What follows belongs to an exercise in optimizing a design on an open flow for small area, a short achievable clock period and few clock cycles; a production flow would make more cautious choices.
At most, simulation tests tie the RTL to the original design; equivalence was not proved.
No activity file was given, so power comes from the tool's default toggle rates.

==> v34: inputs <==
==> flow/design.v (excerpt) <==
module rnc_decoder (
    input  wire        clk,
    input  wire        rst,           
    input  wire        start,         
    input  wire [15:0] in_len,        
    output reg  [1:0]  status,        
    output reg  [2:0]  err,           
    output reg  [3:0]  fcause,        
    output wire [15:0] out_len,       
    output reg  [15:0] crc,           
    output reg         in_re,
    output reg  [15:0] in_addr,
    input  wire [7:0]  in_rdata,
    output wire        out_we,
    output wire [15:0] out_waddr,
    output wire [7:0]  out_wdata,
    output wire        out_re,
    output wire [15:0] out_raddr,
    input  wire [7:0]  out_rdata
);
clock: 10.0 ns
lec_check: 0
abc_clock_period_in_ps: 4500
cap_margin: 20
core_margin: 2
core_utilization: 40
setup_slack_margin: 5
slew_margin: 20
run.sh (not shown) runs the stock make flow with config.mk's settings and CLKGATE_MAP_FILE= SYNTH_SCRIPT=/design/flow/synth_recipe.tcl, a recipe that flattens the netlist after the stock synthesis.
==> v17 (differences from v34) <==
--- a/flow/design.v
+++ b/flow/design.v
@@ -63,17 +63,17 @@
     reg [15:0] cur;          
     reg [15:0] rem_in;       
     reg        exh;          
     reg [7:0]  acc;          
     reg [3:0]  cnt;
     reg [7:0]  nb;           
     reg        nbv;          
     reg        pend;         
-    reg [74:0] leA, leB, leC;
+    reg [68:0] leA, leB, leC;
     reg [63:0] srA, srB, srC;
     reg [1:0]  btab;
     reg [4:0]  idx;
     reg [17:0] ksum;
     reg        ins_pend;
     reg [3:0]  ins_l;
     reg [3:0]  ins_sym;
     reg [1:0]  purp;
@@ -113,35 +113,38 @@
         begin
             r = c ^ {8'h00, x};
             for (k = 0; k < 8; k = k + 1)
                 r = r[0] ? ((r >> 1) ^ 16'hA001) : (r >> 1);
             crc_byte = r;
         end
     endfunction
     function [4:0] le_get;
-        input [74:0] le;
+        input [68:0] le;
         input [4:0]  l;
         integer k;
         begin
             le_get = 5'd0;
-            for (k = 1; k < 16; k = k + 1)
+            if (l == 5'd1) le_get = {3'd0, le[1:0]};
+            if (l == 5'd2) le_get = {2'd0, le[4:2]};
+            if (l == 5'd3) le_get = {1'd0, le[8:5]};
+            for (k = 4; k < 16; k = k + 1)
                 if (l == k[4:0])
-                    le_get = le[5*(k-1) +: 5];
+                    le_get = le[9+5*(k-4) +: 5];
         end
     endfunction
     wire busy     = (status == ST_BUSY);
     wire have_acc = (cnt != 4'd0);
     wire nb_ok    = nbv && !exh;
     wire av1      = have_acc || nb_ok;            
     wire f1       = !have_acc && exh;             
     wire two_ok   = (cnt >= 4'd2) || nb_ok;       
     wire b0       = have_acc ? acc[7] : nb[7];
     wire b1       = (cnt >= 4'd2) ? acc[6] : (cnt == 4'd1) ? nb[7] : nb[6];
-    reg [74:0] le_t;
+    reg [68:0] le_t;
     reg [63:0] sr_t;
     always @* begin
         case (purp)
             P_LEN:   begin le_t = leC; sr_t = srC; end
             P_POS:   begin le_t = leB; sr_t = srB; end
             default: begin le_t = leA; sr_t = srA; end
         endcase
     end
@@ -269,26 +272,26 @@
         begin
             purp  <= which;
             gl    <= 4'd0;
             gs    <= 5'd0;
             gdead <= 1'b0;
             le_lo <= 5'd0;
             case (which)
                 P_LEN: begin
-                    le_h1 <= leC[4:0];
-                    le_h2 <= leC[9:5];
+                    le_h1 <= {3'd0, leC[1:0]};
+                    le_h2 <= {2'd0, leC[4:2]};
                 end
                 P_POS: begin
-                    le_h1 <= leB[4:0];
-                    le_h2 <= leB[9:5];
+                    le_h1 <= {3'd0, leB[1:0]};
+                    le_h2 <= {2'd0, leB[4:2]};
                 end
                 default: begin
-                    le_h1 <= leA[4:0];
-                    le_h2 <= leA[9:5];
+                    le_h1 <= {3'd0, leA[1:0]};
+                    le_h2 <= {2'd0, leA[4:2]};
                 end
             endcase
             dst   <= D_SYM;
         end
     endtask
     task next_token;
         begin
             if (f1)
@@ -396,19 +399,22 @@
                 nb   <= in_rdata;
                 nbv  <= 1'b1;
                 pend <= 1'b0;
             end else if (pf_issue) begin
                 pend <= 1'b1;
             end
             if (ins_pend) begin
                 ins_pend <= 1'b0;
-                for (i = 1; i < 16; i = i + 1)
+                if (ins_l <= 4'd1) leC[1:0] <= leC[1:0] + 2'd1;
+                if (ins_l <= 4'd2) leC[4:2] <= leC[4:2] + 3'd1;
+                if (ins_l <= 4'd3) leC[8:5] <= leC[8:5] + 4'd1;
+                for (i = 4; i < 16; i = i + 1)
                     if (i[3:0] >= ins_l)
-                        leC[5*(i-1) +: 5] <= leC[5*(i-1) +: 5] + 5'd1;
+                        leC[9+5*(i-4) +: 5] <= leC[9+5*(i-4) +: 5] + 5'd1;
                 for (i = 0; i < 16; i = i + 1) begin
                     if (i[4:0] > ins_pos)
                         srC[4*i +: 4] <= srC[4*(i-1) +: 4];
                     else if (i[4:0] == ins_pos)
                         srC[4*i +: 4] <= ins_sym;
                 end
                 if (!ksum[17])
                     ksum <= ksum + (18'h10000 >> ins_l);
@@ -430,17 +436,17 @@
                             5'd10, 5'd11: ucrc <= {ucrc[7:0], in_rdata};
                             default: ;
                         endcase
                         if (hcnt == 5'd11)
                             dst <= D_HCHK;
                     end
                 end
                 D_HCHK: begin
-                    leC     <= 75'd0;
+                    leC     <= 69'd0;
                     ksum    <= 18'd0;
                     rem_in  <= in_len - 16'd18;
                     exh     <= (in_len == 16'd18);
                     if (sig_bad)
                         fail(E_HEADER, C_BAD_SIGNATURE);
                     else if (meth_bad)
                         fail(E_METHOD, 4'd0);
                     else if (cap_bad)
@@ -491,17 +497,17 @@
                     end
                 end
                 D_TEND: begin
                     if (btab != 2'd2) begin
                         leA <= leB;
                         srA <= srB;
                         leB <= leC;
                         srB <= srC;
-                        leC <= 75'd0;
+                        leC <= 69'd0;
                         ksum <= 18'd0;
                     end
                     if (ksum[17] || (ksum[16] && ksum[15:0] != 16'd0))
                         fail(E_FORMAT, C_OVERSUBSCRIBED);
                     else begin
                         if (btab == 2'd2) begin
                             lasthi <= 8'd0;
                             dst    <= D_CTRL;
@@ -643,17 +649,17 @@
                         issue(1'b0, msrc[15:0], mlen, sh == 16'd1, sh == 16'd2);
                         lasthi  <= sh[15:8];
                         dopos   <= dop_nx;
                         rem_out <= rout_nx;
                         next_token;
                     end
                 end
                 D_EOB: begin
-                    leC  <= 75'd0;
+                    leC  <= 69'd0;
                     ksum <= 18'd0;
                     begin_table(2'd0);
                 end
                 D_FIN: begin
                     if (drained) begin
                         if (crc != ucrc)
                             fail(E_INTEGRITY, 4'd0);
                         else begin
CORE_UTILIZATION = 55   (was 40)
PLACE_DENSITY = 0.75   (was not set)
TNS_END_PERCENT = 0   (was not set)
==> comparison <==
- First-iteration DRC count: v34 is lower than v17 (17%).
- In v17 the worst setup slack is lower than in v34, by 0.17 ns.
- Sequential power: v17 is smaller than v34 (about 10%).
- Of v17 and v34, v34 has the higher power (gap 20%, measured against v34).
- Sequential cell count: v34 is higher than v17 (18).
- The combinational power of v34 is 3.0 times that of v17.
- Against v17, the die area of v34 is larger by 39%.
==> figures <==
| metric | v34 | v17 |
|---|---|---|
| Pre-CTS WS | 3.32 ns | 3.08 ns |
| CP required | 10.57 ns | 10.39 ns |
| Top layer reached by signal wires | met4 | met5 |
| Critical path launch point | in_len[1] | purp[1] |
| Number of clock buffers in the layout | 106 | 96 |
| Proportion of cell area occupied by registers | 0.398 | 0.408 |
| Run status | complete, no violations | complete, no violations |
| Synth Area in Compound Gates | 0.200 | 0.201 |
| Post-Place Cells | 6480 | 5934 |
| DRC marker count from the first detailed-route iteration | 5132 | 6204 |
| Area of the core | 120000 um^2 | 85300 um^2 |
| Number of distinct library cell variants in the gate-level netlist after synthesis | 106 | 116 |
| Number of sequential storage elements | 759 | 741 |
| Area occupied by multi-input gates | 24900 um^2 | 24200 um^2 |
| Number of nets in the finished design | 5295 | 5150 |
Testbench counts of v17, summed over its fixed seeds: cycles 180,527.
Only the layout flow was run in v34; the RTL was not checked for function there.

port drivers added, routing unchanged:
The flow's constraints put no driver on any port. The routed layouts listed below were extracted and timed again, unchanged, in two steps.
Step 1 assumes that a clkbuf_16 drives the clock port and a buf_2 every other input.
Step 2 also shifts input and output timing later by t, the mid clock arrival at the registers, as if the neighbouring blocks saw the same clock.
a / b / c = ideal / step 1 / step 2; a / b = the first two.
run	t, ns	slack for setup (ns)	worst hold slack (ns)	clock arrival spread, ns
v34	0.744	4.990 / 4.989 / 4.294	0.412 / 0.412 / 0.412	0.062 / 0.063
v17	0.735	4.816 / 4.778 / 4.194	0.437 / 0.437 / 0.437	0.044 / 0.044
After both steps every run listed still meets setup and hold. For v34, which loses most, drivers alone change the setup slack by -0.001 ns; drivers and shift together by -0.696 ns.
